Background: an optimization exercise with open tools, aiming at small area, a short achievable clock period and few clock cycles per item. Do not read the settings as production practice.
Function was checked by simulation only, so behaviour that the tests miss may differ from the original.
Power figures rest on the tool's default switching activity, not on a simulated workload.

## the previous run
Design rfser_chframe, start of the top module:
module rfser_chframe (
    input  wire        clk,
    input  wire        rst,           
    input  wire        start,
    output wire        ready,
    input  wire [4:0]  chan_count,    
    input  wire [4:0]  chan_start,    
    input  wire [1:0]  fs_mode,       
    input  wire        rangecheck,
    input  wire        ctr_load,
    input  wire [15:0] ctr_value,
    output reg  [4:0]  tab_addr,
    input  wire [15:0] ch_out,
    input  wire [15:0] ch_center,
    input  wire [15:0] fs_val,
    output reg         out_valid,
    input  wire        out_ready,
    output reg  [7:0]  out_byte,
    output reg         out_last
);
clock: 33.0 ns
lec_check: 0
cap_margin: 20
core_margin: 2
core_utilization: 40
place_density: 0.6
slew_margin: 60
standard.sh (not shown) runs the stock make flow with config.mk's settings and CLKGATE_MAP_FILE= SYNTH_SCRIPT=/design/flow/synth_recipe.tcl, a recipe that flattens the netlist after the stock synthesis.
==> flow/flow/run.sh <==
#!/bin/bash
# Layout: the standard flow (standard synthesis unchanged), except that
#  - the buffer placed on every input and output port is the smallest buffer
#    cell (sky130_fd_sc_hd__buf_1) instead of the one buffer_ports picks,
#  - clock tree synthesis builds the tree from clkbuf_8 cells and inserts no
#    dummy balancing loads, and
#  - timing repair aims at a setup slack of 25.4 ns (the clock period and the
#    constraints are the design's; only the repair target is raised).
# Each tool's full output goes to a log file of its own in this folder.
set -euo pipefail
bash standard.sh synth > synth.log 2>&1
bash standard.sh \
  "BUFFER_PORTS_ARGS=-buffer_cell sky130_fd_sc_hd__buf_1" \
  "CTS_ARGS=-sink_clustering_enable -repair_clock_nets -dont_use_dummy_load -buf_list sky130_fd_sc_hd__clkbuf_8" \
  SETUP_SLACK_MARGIN=25.4 \
  finish > layout.log 2>&1
The previous run: flow completed, timing, DRC and antenna clean
Testbench counts of the previous run, summed over its fixed seeds: cycles 15,852, frames 384.
#### Input delta (the current run over the previous run)
diff --git a/flow/design.v b/flow/design.v
--- a/flow/design.v
+++ b/flow/design.v
@@ -132,25 +132,25 @@
             cs[i+1]    = (sum[i] & addend[i]) | (cs[i] & (sum[i] ^ addend[i]));
         end
         for (i = 8; i < 13; i = i + 1) begin
             sum_add[i] = sum[i] ^ cs[i];
             cs[i+1]    = sum[i] & cs[i];
         end
     end
     reg [15:0] ctr_dec;
-    reg [16:0] orp;
-    always @(*) begin
-        orp[0] = 1'b0;
+    reg [16:0] bw;
+    always @(*) begin
+        bw[0] = 1'b1;
         for (i = 0; i < 16; i = i + 1) begin
-            ctr_dec[i] = counter[i] ~^ orp[i];
-            orp[i+1]   = orp[i] | counter[i];
-        end
-    end
-    wire ctr_zero = ~orp[16];
+            ctr_dec[i] = counter[i] ^ bw[i];
+            bw[i+1]    = bw[i] & ~counter[i];
+        end
+    end
+    wire ctr_zero = bw[16];
     wire [7:0]  len = (pl[3:2] == 2'd0) ? 8'd16 : (pl[3:2] == 2'd1) ? 8'd28 : 8'd40;
     reg  [7:0]  nbyte;
     always @(*) begin
         case (ph)
             P_HDR: case (cnt)
                 3'd1:    nbyte = len;
                 3'd2:    nbyte = TC_MODULE;
                 3'd3:    nbyte = TID_CHANNELS;
==> comparison <==
Cmp the current run vs the previous run: overall power of the completed layout higher in the current run
Final cell count: the current run vs the previous run up 0.76%
[compare] base=the previous run new=the current run: placed standard-cell area went up, die footprint moved up, post-route clock period utilization did not really move, routed wire length now sits higher, clock power share down 0.5 points.
Testbench counts of the current run, summed over its fixed seeds: cycles 15,852, frames 384.

--- another note on this design; it stands on its own ---

==> flow/design.v (excerpt) <==
module rfser_chframe (
    input  wire        clk,
    input  wire        rst,           
    input  wire        start,
    output wire        ready,
    input  wire [4:0]  chan_count,    
    input  wire [4:0]  chan_start,    
    input  wire [1:0]  fs_mode,       
    input  wire        rangecheck,
    input  wire        ctr_load,
    input  wire [15:0] ctr_value,
    output reg  [4:0]  tab_addr,
    input  wire [15:0] ch_out,
    input  wire [15:0] ch_center,
    input  wire [15:0] fs_val,
    output reg         out_valid,
    input  wire        out_ready,
    output reg  [7:0]  out_byte,
    output reg         out_last
);
For scale: ~680 cells after synthesis, ~95 flip-flops, roughly 98 I/O pins.
==> flow/config.mk <==
export PLATFORM = sky130hd
export DESIGN_NAME = rfser_chframe
export DESIGN_NICKNAME = rfser_chframe
export VERILOG_FILES = /design/flow/design.v
export SDC_FILE = /design/flow/constraint.sdc
export NUM_CORES = 4
export LEC_CHECK = 0
export CAP_MARGIN = 20
export CORE_MARGIN = 2
export CORE_UTILIZATION = 40
export PLACE_DENSITY = 0.6
export SLEW_MARGIN = 60
==> flow/constraint.sdc <==
create_clock -name core_clock -period 33.0 [get_ports {clk}]
set_input_delay 6.6000 -clock core_clock [delete_from_list [all_inputs] [get_ports {clk}]]
set_output_delay 6.6000 -clock core_clock [all_outputs]
set_load 0.01 [all_outputs]
standard.sh (not shown) runs the stock make flow with config.mk's settings and CLKGATE_MAP_FILE= SYNTH_SCRIPT=/design/flow/synth_recipe.tcl, a recipe that flattens the netlist after the stock synthesis.
==> flow/flow/run.sh <==
#!/bin/bash
# Layout: the standard flow (standard synthesis unchanged), except that
#  - the buffer placed on every input and output port is the smallest buffer
#    cell (sky130_fd_sc_hd__buf_1) instead of the one buffer_ports picks, and
#  - clock tree synthesis inserts no dummy balancing loads.
# Each tool's full output goes to a log file of its own in this folder.
set -euo pipefail
bash standard.sh synth > synth.log 2>&1
bash standard.sh \
  "BUFFER_PORTS_ARGS=-buffer_cell sky130_fd_sc_hd__buf_1" \
  "CTS_ARGS=-sink_clustering_enable -repair_clock_nets -dont_use_dummy_load" \
  finish > layout.log 2>&1
Testbench counts at the start, summed over its fixed seeds: cycles 15,852, frames 384.
Then changed:
==> flow/flow/run.sh (replaced) <==
#!/bin/bash
# Layout: the standard flow (standard synthesis unchanged), except that
#  - the buffer placed on every input and output port is the smallest buffer
#    cell (sky130_fd_sc_hd__buf_1) instead of the one buffer_ports picks, and
#  - clock tree synthesis builds the tree from clkbuf_8 cells and inserts no
#    dummy balancing loads.
# Each tool's full output goes to a log file of its own in this folder.
set -euo pipefail
bash standard.sh synth > synth.log 2>&1
bash standard.sh \
  "BUFFER_PORTS_ARGS=-buffer_cell sky130_fd_sc_hd__buf_1" \
  "CTS_ARGS=-sink_clustering_enable -repair_clock_nets -dont_use_dummy_load -buf_list sky130_fd_sc_hd__clkbuf_8" \
  finish > layout.log 2>&1
What happened: Sequential cell count does not change; clock skew is higher by 4.9 ps; routed wire length hardly moves; worst setup slack gets better by 5.4 ps; power is lower by 4.5%; via count is lower by 0.40%.

-- separate check: timing with driven ports --
How much do the figures lean on ideal ports? The routed layouts below were timed once more, with nothing changed but the port constraints.
Step 1 sets driving cells, clkbuf_16 on the clock port and buf_2 on the other inputs (assumed; they add their load-dependent delay and slew).
Step 2 also shifts input and output timing later by t, the mid clock arrival at the registers, as if the neighbouring blocks saw the same clock.
Three values: ideal ports, drivers, drivers and shift; two values: the first two.
run	shift t [ns]	slack for setup (ns)	hold WS [ns]	worst data-port slew with drivers (ns)	pins driven straight from the clock port
the previous run	0.399	25.425 / 25.390 / 25.154	0.521 / 0.521 / 0.521	0.04	1
the current run	0.407	25.452 / 25.418 / 25.194	0.511 / 0.511 / 0.511	0.05	1
the first run of note 2	0.385	25.100 / 25.100 / 25.075	0.503 / 0.503 / 0.503	0.04	1
the second run of note 2	0.401	25.105 / 25.105 / 25.074	0.515 / 0.515 / 0.515	0.04	1
After both steps setup and hold are still met in every run listed. The setup slack of the previous run, which loses most, moves by -0.035 ns with the drivers and by -0.271 ns with both steps.
